This is an optimization exercise on Yosys and OpenROAD, whose aim is small area, a short achievable clock period and few clock cycles, not a production implementation. The RTL was checked by simulation tests, not by an equivalence proof against the original design.

==> flow/design.v (excerpt) <==
module sonpe (
    input  wire         clk,
    input  wire         rst,           
    input  wire         start,
    input  wire [255:0] seed,          
    input  wire [63:0]  index,
    input  wire [63:0]  list_size,
    output wire         ready,
    output reg          done,
    output reg  [1:0]   err,           
    output wire [63:0]  result
);
Size: roughly 11,000 cells after synthesis, roughly 96,000 um^2 of cells after synthesis.
clock: 10.0 ns
lec_check: 0
abc_area: 1
cap_margin: 20
core_margin: 2
core_utilization: 40
cts_cluster_diameter: 80
cts_cluster_size: 24
setup_slack_margin: 5
slew_margin: 20
standard.sh (not shown) runs the stock make flow with config.mk's settings and CLKGATE_MAP_FILE= SYNTH_SCRIPT=/design/flow/synth_recipe.tcl, a recipe that flattens the netlist after the stock synthesis.
==> flow/flow/run.sh <==
#!/bin/bash
set -euo pipefail
bash standard.sh 'BUFFER_PORTS_ARGS=-buffer_cell sky130_fd_sc_hd__buf_1' SETUP_SLACK_MARGIN=5.5 finish > standard.log 2>&1
The starting point completed without violations.
Testbench counts at the start, summed over its fixed seeds: cycles 141,484.
Rerun with:
==> flow/flow/run.sh (replaced) <==
#!/bin/bash
set -euo pipefail
bash standard.sh 'BUFFER_PORTS_ARGS=-buffer_cell sky130_fd_sc_hd__buf_1' SETUP_SLACK_MARGIN=5.75 finish > standard.log 2>&1
Settings changed: ABC_AREA 1 to default, SYNTH_HIERARCHICAL from default to 1.
=>
- The new run finished with timing, DRC and antenna clean
- fmax climbs by a little under a tenth
- flip-flop and latch count climbs by 1
- routed wire length drops by a little under a tenth
- sequential share of layout area drops by 1.3 points
Rerun with:
==> flow/flow/run.sh (replaced) <==
#!/bin/bash
set -euo pipefail
bash standard.sh 'BUFFER_PORTS_ARGS=-buffer_cell sky130_fd_sc_hd__buf_1' SETUP_SLACK_MARGIN=6 finish > standard.log 2>&1
Settings changed: ABC_AREA from default to 1, SYNTH_HIERARCHICAL 1 to default.
Wire length rose by roughly a tenth.
Worst setup slack got worse by 500 ps.
Die area is lower by a few percent.
Design area goes up slightly.
Synthesized cell count grows by roughly a tenth.
Area after synthesis drops by a few percent.
Rerun with:
Settings changed: ABC_AREA 1 to default, SYNTH_HIERARCHICAL from default to 1.
Design area is higher by 0.93%.
Via count is lower by 6.7%.
Critical path depth is lower by 4.
Global-route usage is lower by 3.4 points.
Area after synthesis is higher by 4.2%.
Non-clock buffer count is lower by 168.

---

sonpe again, from the RTL that the note above started with.
// sonpe
module sonpe (
    input  wire         clk,
    input  wire         rst,           
    input  wire         start,
    input  wire [255:0] seed,          
    input  wire [63:0]  index,
    input  wire [63:0]  list_size,
    output wire         ready,
    output reg          done,
    output reg  [1:0]   err,           
    output wire [63:0]  result
);
    localparam [1:0] S_IDLE = 2'd0, S_CHECK = 2'd1, S_CHECK2 = 2'd3, S_RUN = 2'd2;
    localparam [31:0] IV0 = 32'h6a09e667, IV1 = 32'hbb67ae85, IV2 = 32'h3c6ef372,
                      IV3 = 32'ha54ff53a, IV4 = 32'h510e527f, IV5 = 32'h9b05688c,
                      IV6 = 32'h1f83d9ab, IV7 = 32'h5be0cd19;
    reg  [1:0]   state;
    reg          rdy;
    reg  [5:0]   t;            
    reg  [6:0]   k;            
    reg  [31:0]  ring [0:7];   
    reg  [39:0]  widx;         
    reg  [40:0]  n;
    reg  [39:0]  f;            
    reg          bor;
    reg          gt;           
    reg  [2:0]   hgtb, heqb;   
    reg          lbig;         
    reg  [64:0]  dv;           
    reg  [39:0]  rem;          
    reg          sbit;         
    reg          ef_lo, ef_big;
    wire         hgt = hgtb[2] || (heqb[2] && (hgtb[1] || (heqb[1] && hgtb[0])));
    wire         heq = &heqb;
    wire         ef_idx = hgt || (heq && !ef_lo);
    reg          d0, d1, d2, d3, d4, d5, d6, d7, d13, d61, d62, d63, dseed, dsch;
    assign ready  = rdy;
    assign result = {24'd0, widx};
  ...
==> flow/config.mk <==
export PLATFORM = sky130hd
export DESIGN_NAME = sonpe
export DESIGN_NICKNAME = sonpe
export VERILOG_FILES = /design/flow/design.v
export SDC_FILE = /design/flow/constraint.sdc
export NUM_CORES = 4
export LEC_CHECK = 0
export ABC_AREA = 1
export CAP_MARGIN = 20
export CORE_MARGIN = 2
export CORE_UTILIZATION = 40
export CTS_CLUSTER_DIAMETER = 80
export CTS_CLUSTER_SIZE = 24
export SETUP_SLACK_MARGIN = 5
export SLEW_MARGIN = 20
export SYNTH_HIERARCHICAL = 1
==> flow/constraint.sdc <==
create_clock -name core_clock -period 10.0 [get_ports {clk}]
set_input_delay 2.0000 -clock core_clock [delete_from_list [all_inputs] [get_ports {clk}]]
set_output_delay 2.0000 -clock core_clock [all_outputs]
set_load 0.01 [all_outputs]
==> flow/flow/run.sh <==
#!/bin/bash
set -euo pipefail
bash standard.sh 'BUFFER_PORTS_ARGS=-buffer_cell sky130_fd_sc_hd__buf_1' SETUP_SLACK_MARGIN=6.5 finish > standard.log 2>&1
The starting point completed with no timing, DRC or antenna violations.
Testbench counts at the start, summed over its fixed seeds: cycles 141,484.
Then changed:
==> flow/flow/run.sh (replaced) <==
#!/bin/bash
set -euo pipefail
bash standard.sh 'BUFFER_PORTS_ARGS=-buffer_cell sky130_fd_sc_hd__buf_1' SETUP_SLACK_MARGIN=5.5 finish > standard.log 2>&1
--- a/flow/config.mk
+++ b/flow/config.mk
@@ -8 +7,0 @@
-export ABC_AREA = 1
@@ -11 +10 @@
-export CORE_UTILIZATION = 40
+export CORE_UTILIZATION = 55
@@ -13,0 +13 @@
+export PLACE_DENSITY = 0.65
Outcome:
- The new run produced a clean layout
- setup slack is worse by 0.47 ns
- wire length shrinks by 25%
- hold slack is better by 0.020 ns
- global-route usage came out higher by 3.5 points

---

## rev 12
Another version of the RTL of sonpe (not shown whole).
Size in the first run: about 9700 cells after synthesis, roughly 460 I/O pins, about 0.10 mm2 of cells after synthesis.
==> flow/config.mk <==
export PLATFORM = sky130hd
export DESIGN_NAME = sonpe
export DESIGN_NICKNAME = sonpe
export VERILOG_FILES = /design/flow/design.v
export SDC_FILE = /design/flow/constraint.sdc
export NUM_CORES = 4
export LEC_CHECK = 0
export CAP_MARGIN = 20
export CORE_MARGIN = 2
export CORE_UTILIZATION = 40
export CTS_CLUSTER_DIAMETER = 80
export CTS_CLUSTER_SIZE = 24
export SETUP_SLACK_MARGIN = 5
export SLEW_MARGIN = 20
export SYNTH_HIERARCHICAL = 1
==> flow/constraint.sdc <==
create_clock -name core_clock -period 10.0 [get_ports {clk}]
set_input_delay 2.0000 -clock core_clock [delete_from_list [all_inputs] [get_ports {clk}]]
set_output_delay 2.0000 -clock core_clock [all_outputs]
set_load 0.01 [all_outputs]
==> flow/flow/run.sh <==
#!/bin/bash
# The standard layout (standard.sh: the ORFS flow, synthesis unchanged),
# except that the port buffers are the smallest buffer cell rather than the
# delay buffer buffer_ports picks by default. Every port still gets a buffer.
set -euo pipefail
bash standard.sh 'BUFFER_PORTS_ARGS=-buffer_cell sky130_fd_sc_hd__buf_1' finish > standard.log 2>&1
Testbench counts of rev 12, summed over its fixed seeds: cycles 141,484.
Relative to rev 12, the following input files were edited for rev 13:
- CTS_CLUSTER_SIZE removed (was 24)
- CTS_CLUSTER_DIAMETER removed (was 80)
### Flow results
Cmp rev 13 vs rev 12: wire length of the first global-routing pass higher in rev 13. Across both runs, via count was higher for rev 13 than for rev 12. Rev 13: minimum clock period is 12 ps lower than what rev 12 reported.

---

run A:
RTL: one of the versions met above, not the one the previous note started from.
For scale: roughly 14,000 cells after synthesis, ~460 I/O pins.
==> flow/config.mk <==
export PLATFORM = sky130hd
export DESIGN_NAME = sonpe
export DESIGN_NICKNAME = sonpe
export VERILOG_FILES = /design/flow/design.v
export SDC_FILE = /design/flow/constraint.sdc
export NUM_CORES = 4
export LEC_CHECK = 0
export ABC_AREA = 1
export CAP_MARGIN = 20
export CORE_MARGIN = 2
export CORE_UTILIZATION = 40
export CTS_CLUSTER_DIAMETER = 80
export CTS_CLUSTER_SIZE = 24
export SETUP_SLACK_MARGIN = 5
export SLEW_MARGIN = 20
export SYNTH_HIERARCHICAL = 1
==> flow/constraint.sdc <==
create_clock -name core_clock -period 10.0 [get_ports {clk}]
set_input_delay 2.0000 -clock core_clock [delete_from_list [all_inputs] [get_ports {clk}]]
set_output_delay 2.0000 -clock core_clock [all_outputs]
set_load 0.01 [all_outputs]
==> flow/flow/run.sh <==
#!/bin/bash
set -euo pipefail
bash standard.sh 'BUFFER_PORTS_ARGS=-buffer_cell sky130_fd_sc_hd__buf_1' SETUP_SLACK_MARGIN=5.5 finish > standard.log 2>&1
Testbench counts of run A, summed over its fixed seeds: cycles 141,484.
Input-level comparison between run B and run A:
Settings: ABC_AREA: 1 -> unset.
### Flow results
Relative to run A, share of the clock period used by the worst path increased by 1.5 points in run B. Maximum number of pins on one net before global-route repair on run B is down relative to run A. Comparing run A and run B, the lower setup slack was measured on run B.

[re-timing with driven ports]
Ports are ideal in the flow. The routed layouts listed here were re-timed in OpenROAD. Step 1, drivers: a clkbuf_16 drives clk and a buf_2 each remaining input, both assumed. Step 2 adds t to the input delays and takes it off the output delays; t is the mean of the earliest and latest rising clock arrival at the registers after step 1. Input paths then give back, and output paths get back, about the clock's delay inside the block. Slacks: no drivers / after step 1 / after step 2; pairs: no drivers / after step 1.
run	shift t [ns]	setup WS [ns]	worst setup path after step 2
the first run of note 1	0.917	5.323 / 5.323 / 5.323	register to register
the second run of note 1	0.907	5.655 / 5.655 / 5.655	register to register
the third run of note 1	0.933	5.154 / 5.154 / 5.154	register to register
the fourth run of note 1	0.948	5.683 / 5.683 / 5.683	register to register
the first run of note 2	0.940	5.993 / 5.993 / 5.588	input to register
the second run of note 2	0.902	5.519 / 5.519 / 5.519	register to register
rev 12	0.918	5.090 / 5.090 / 5.090	register to register
rev 13	0.964	5.102 / 5.102 / 5.102	register to register
run A	0.943	5.687 / 5.687 / 5.687	register to register
run B	0.924	5.541 / 5.541 / 5.541	register to register
After both steps every run listed still meets setup and hold. The setup slack of the first run of note 2, which loses most, moves by 0.000 ns with the drivers and by -0.405 ns with both steps.
